Source: an optimization exercise on an open RTL-to-GDS flow (aim: small area, a short achievable clock period and few clock cycles). Production flows keep margins and buffers that such runs may drop.
Function was checked by simulation only, so behaviour that the tests miss may differ from the original.
Power is estimated from default activity; no workload was simulated.

## the baseline
Design ipc_core, start of the top module:
module ipc_core #(
    parameter LEFT_TH              = 2,
    parameter RIGHT_TH             = 1,
    parameter HAZARD_TH            = 1,
    parameter CNT_W                = 16,
    parameter BCNT_W               = 8,
    parameter DIR_W                = 8,
    parameter PERSIST_VERSION      = 16'h0001,
    parameter ADDR_W               = 16,
    parameter STORE_OFFSET         = 0,
    parameter MIN_SAVE_INTERVAL_MS = 32'd10000
) (
    input  wire          clk,
    input  wire          rst,
    input  wire          cmd_valid,
    output wire          cmd_ready,
    input  wire [15:0]   cmd,
    output wire          rsp_valid,
    output wire [3:0]    rsp_status,
    input  wire          flag_1,
    input  wire          flag_2,
    input  wire          flag_buz,
    input  wire [31:0]   now_ms,
    input  wire [31:0]   wall_s,
    output reg  [1:0]    owner,
    output reg           left_led,
    output reg           right_led,
    output reg           buz_out,
    output wire [15:0]   buz_duty,
    output wire [7:0]    pat_byte,
    output reg           pat_valid,
    output reg           nv_req,
    output reg           nv_we,
    output wire [ADDR_W-1:0] nv_addr,
    output wire [7:0]    nv_len,
    output wire [159:0]  nv_wdata,
    input  wire          nv_done,
    input  wire          nv_ok,
    input  wire [159:0]  nv_rdata,
    output wire [15:0]   rec_version,
    output reg  [15:0]   rec_crc,
  ...
For scale: about 2400 cells after synthesis, roughly 630 I/O pins, ~20000 µm² of cells after synthesis.
clock: 5.0 ns
lec_check: 0
cap_margin: 20
core_margin: 2
core_utilization: 50
place_density: 0.7
setup_slack_margin: 1.8
slew_margin: 20
standard.sh (not shown) runs the stock make flow with config.mk's settings and CLKGATE_MAP_FILE= SYNTH_SCRIPT=/design/flow/synth_recipe.tcl, a recipe that flattens the netlist after the stock synthesis.
==> flow/flow/run.sh <==
#!/bin/bash
# The standard layout, with every input and output port buffered by a
# sky130_fd_sc_hd__buf_1 instead of the default port buffer cell.
set -euo pipefail
bash standard.sh BUFFER_PORTS_ARGS="-buffer_cell sky130_fd_sc_hd__buf_1" finish > standard_flow.log 2>&1
Testbench counts of the baseline, summed over its fixed seeds: cycles 25,579.
Setup changes, the baseline to the candidate
# the baseline
export LEC_CHECK = 0
export CAP_MARGIN = 20
export CORE_MARGIN = 2
export CORE_UTILIZATION = 50
export PLACE_DENSITY = 0.7
export SETUP_SLACK_MARGIN = 1.8
export SLEW_MARGIN = 20
create_clock -name core_clock -period 5.0 [get_ports {clk}]
# the candidate
export LEC_CHECK = 0
export ABC_CLOCK_PERIOD_IN_PS = 3500
export CAP_MARGIN = 20
export CORE_MARGIN = 2
export CORE_UTILIZATION = 50
export PLACE_DENSITY = 0.7
export SETUP_SLACK_MARGIN = 1.0
export SLEW_MARGIN = 20
create_clock -name core_clock -period 5.0 [get_ports {clk}]
--- outcome ---
- Comparing the baseline and the candidate, the higher final instance count without filler cells is on the baseline.
- Diff the baseline -> the candidate: area after synthesis neither gained nor lost much; worst-case hold slack lost 0.015 ns.
- Total power for the candidate: 340 µW up relative to the baseline
- Delta(length of routed met3 wiring, the candidate - the baseline) < 0
- Clock network fraction of design power for the candidate is higher than for the baseline.
- When the candidate is measured against the baseline, its final core utilization turns out 1.5 points lower.

* * *

ipc_core, a different RTL version from the one above (not shown whole).
For scale: roughly 2400 cells after synthesis, ~630 I/O pins.
==> flow/design.v (excerpt) <==
module ipc_core #(
    parameter LEFT_TH              = 2,
    parameter RIGHT_TH             = 1,
    parameter HAZARD_TH            = 1,
    parameter CNT_W                = 16,
    parameter BCNT_W               = 8,
    parameter DIR_W                = 8,
    parameter PERSIST_VERSION      = 16'h0001,
    parameter ADDR_W               = 16,
    parameter STORE_OFFSET         = 0,
    parameter MIN_SAVE_INTERVAL_MS = 32'd10000
) (
    input  wire          clk,
    input  wire          rst,
    input  wire          cmd_valid,
    output wire          cmd_ready,
    input  wire [15:0]   cmd,
    output wire          rsp_valid,
    output wire [3:0]    rsp_status,
    input  wire          flag_1,
    input  wire          flag_2,
    input  wire          flag_buz,
    input  wire [31:0]   now_ms,
    input  wire [31:0]   wall_s,
    output reg  [1:0]    owner,
    output reg           left_led,
    output reg           right_led,
    output reg           buz_out,
    output wire [15:0]   buz_duty,
    output wire [7:0]    pat_byte,
    output reg           pat_valid,
    output reg           nv_req,
    output reg           nv_we,
    output wire [ADDR_W-1:0] nv_addr,
    output wire [7:0]    nv_len,
    output wire [159:0]  nv_wdata,
    input  wire          nv_done,
    input  wire          nv_ok,
    input  wire [159:0]  nv_rdata,
    output wire [15:0]   rec_version,
    output reg  [15:0]   rec_crc,
    output reg  [31:0]   power_on_count,
    output reg  [31:0]   runtime_minutes,
    output reg  [31:0]   service_count,
    output reg  [31:0]   last_service_ts
);
Settings: LEC_CHECK=0, CAP_MARGIN=20, CORE_MARGIN=2, CORE_UTILIZATION=50, PLACE_DENSITY=0.7, SETUP_SLACK_MARGIN=2.25, SLEW_MARGIN=20; clock period 5.0 ns.
Scripts as last shown in full above: flow/flow/run.sh
Testbench counts at the start, summed over its fixed seeds: cycles 25,579.
Next try:
--- a/flow/config.mk
+++ b/flow/config.mk
@@ -12 +12 @@
-export SETUP_SLACK_MARGIN = 2.25
+export SETUP_SLACK_MARGIN = 1.8
The changed run finished with timing, DRC and antenna clean. Setup slack is worse by 0.20 ns. Die area does not change. Routed wire length went down by 1.6%. Fmax went down by 6.2%. First-iteration DRC count went down by 9.4%. Clock power went up by 8.5%.
Next try:
--- a/flow/config.mk
+++ b/flow/config.mk
@@ -10,0 +11,2 @@
+export CTS_CLUSTER_DIAMETER = 60
+export CTS_CLUSTER_SIZE = 25
@@ -12 +14 @@
-export SETUP_SLACK_MARGIN = 1.8
+export SETUP_SLACK_MARGIN = 2.0
First-iteration DRC count came out higher by 2.6%; clock skew came out lower by 0.0033 ns; cell count rises by 1.5%; final area grows by 3.8%; fmax increases by 5.2%; die area stays the same; total power went up by 0.65%; wire length went up by 2.7%; global-route usage increases by 0.53 points; hold slack got worse by 0.011 ns.
Next try:
--- a/flow/config.mk
+++ b/flow/config.mk
@@ -10,5 +10,3 @@
-export CORE_UTILIZATION = 50
-export CTS_CLUSTER_DIAMETER = 60
-export CTS_CLUSTER_SIZE = 25
-export PLACE_DENSITY = 0.7
-export SETUP_SLACK_MARGIN = 2.0
+export CORE_UTILIZATION = 55
+export PLACE_DENSITY = 0.75
+export SETUP_SLACK_MARGIN = 2.1
Outcome:
- maximum frequency went down by 0.38%
- sequential power hardly moves
- cell count falls by 1.6%
- non-clock buffer count climbs by 17
- core utilization is higher by 6.2 points
- clock-buffer cell count is higher by 3

[afterwards: timing with drivers on the ports]
The flow's constraints put no driver on any port. The routed layouts listed below were extracted and timed again, unchanged, in two steps.
Step 1 assumes that a clkbuf_16 drives the clock port and a buf_2 every other input.
Step 2 also shifts input and output timing later by t, the mid clock arrival at the registers, as if the neighbouring blocks saw the same clock.
a / b / c = no drivers / after step 1 / after step 2; a / b = the first two.
run	t, ns	setup slack, ns	hold slack, ns	worst setup path at the end	worst register clock-pin slew, ns
the baseline	0.613	1.884 / 1.827 / 1.310	0.475 / 0.475 / 0.475	input to register	0.06 / 0.06
the candidate	0.609	1.281 / 1.234 / 0.851	0.460 / 0.460 / 0.460	input to register	0.06 / 0.06
the first run of note 2	0.603	2.014 / 1.955 / 1.450	0.473 / 0.473 / 0.473	input to register	0.07 / 0.07
the second run of note 2	0.605	1.816 / 1.773 / 1.242	0.456 / 0.456 / 0.456	input to register	0.06 / 0.06
the third run of note 2	0.613	1.973 / 1.928 / 1.389	0.445 / 0.445 / 0.445	input to register	0.09 / 0.09
the fourth run of note 2	0.564	1.961 / 1.959 / 1.395	0.459 / 0.459 / 0.459	input to register	0.06 / 0.06
After both steps every run listed still meets setup and hold. For the third run of note 2, which loses most, drivers alone change the setup slack by -0.045 ns; drivers and shift together by -0.584 ns.
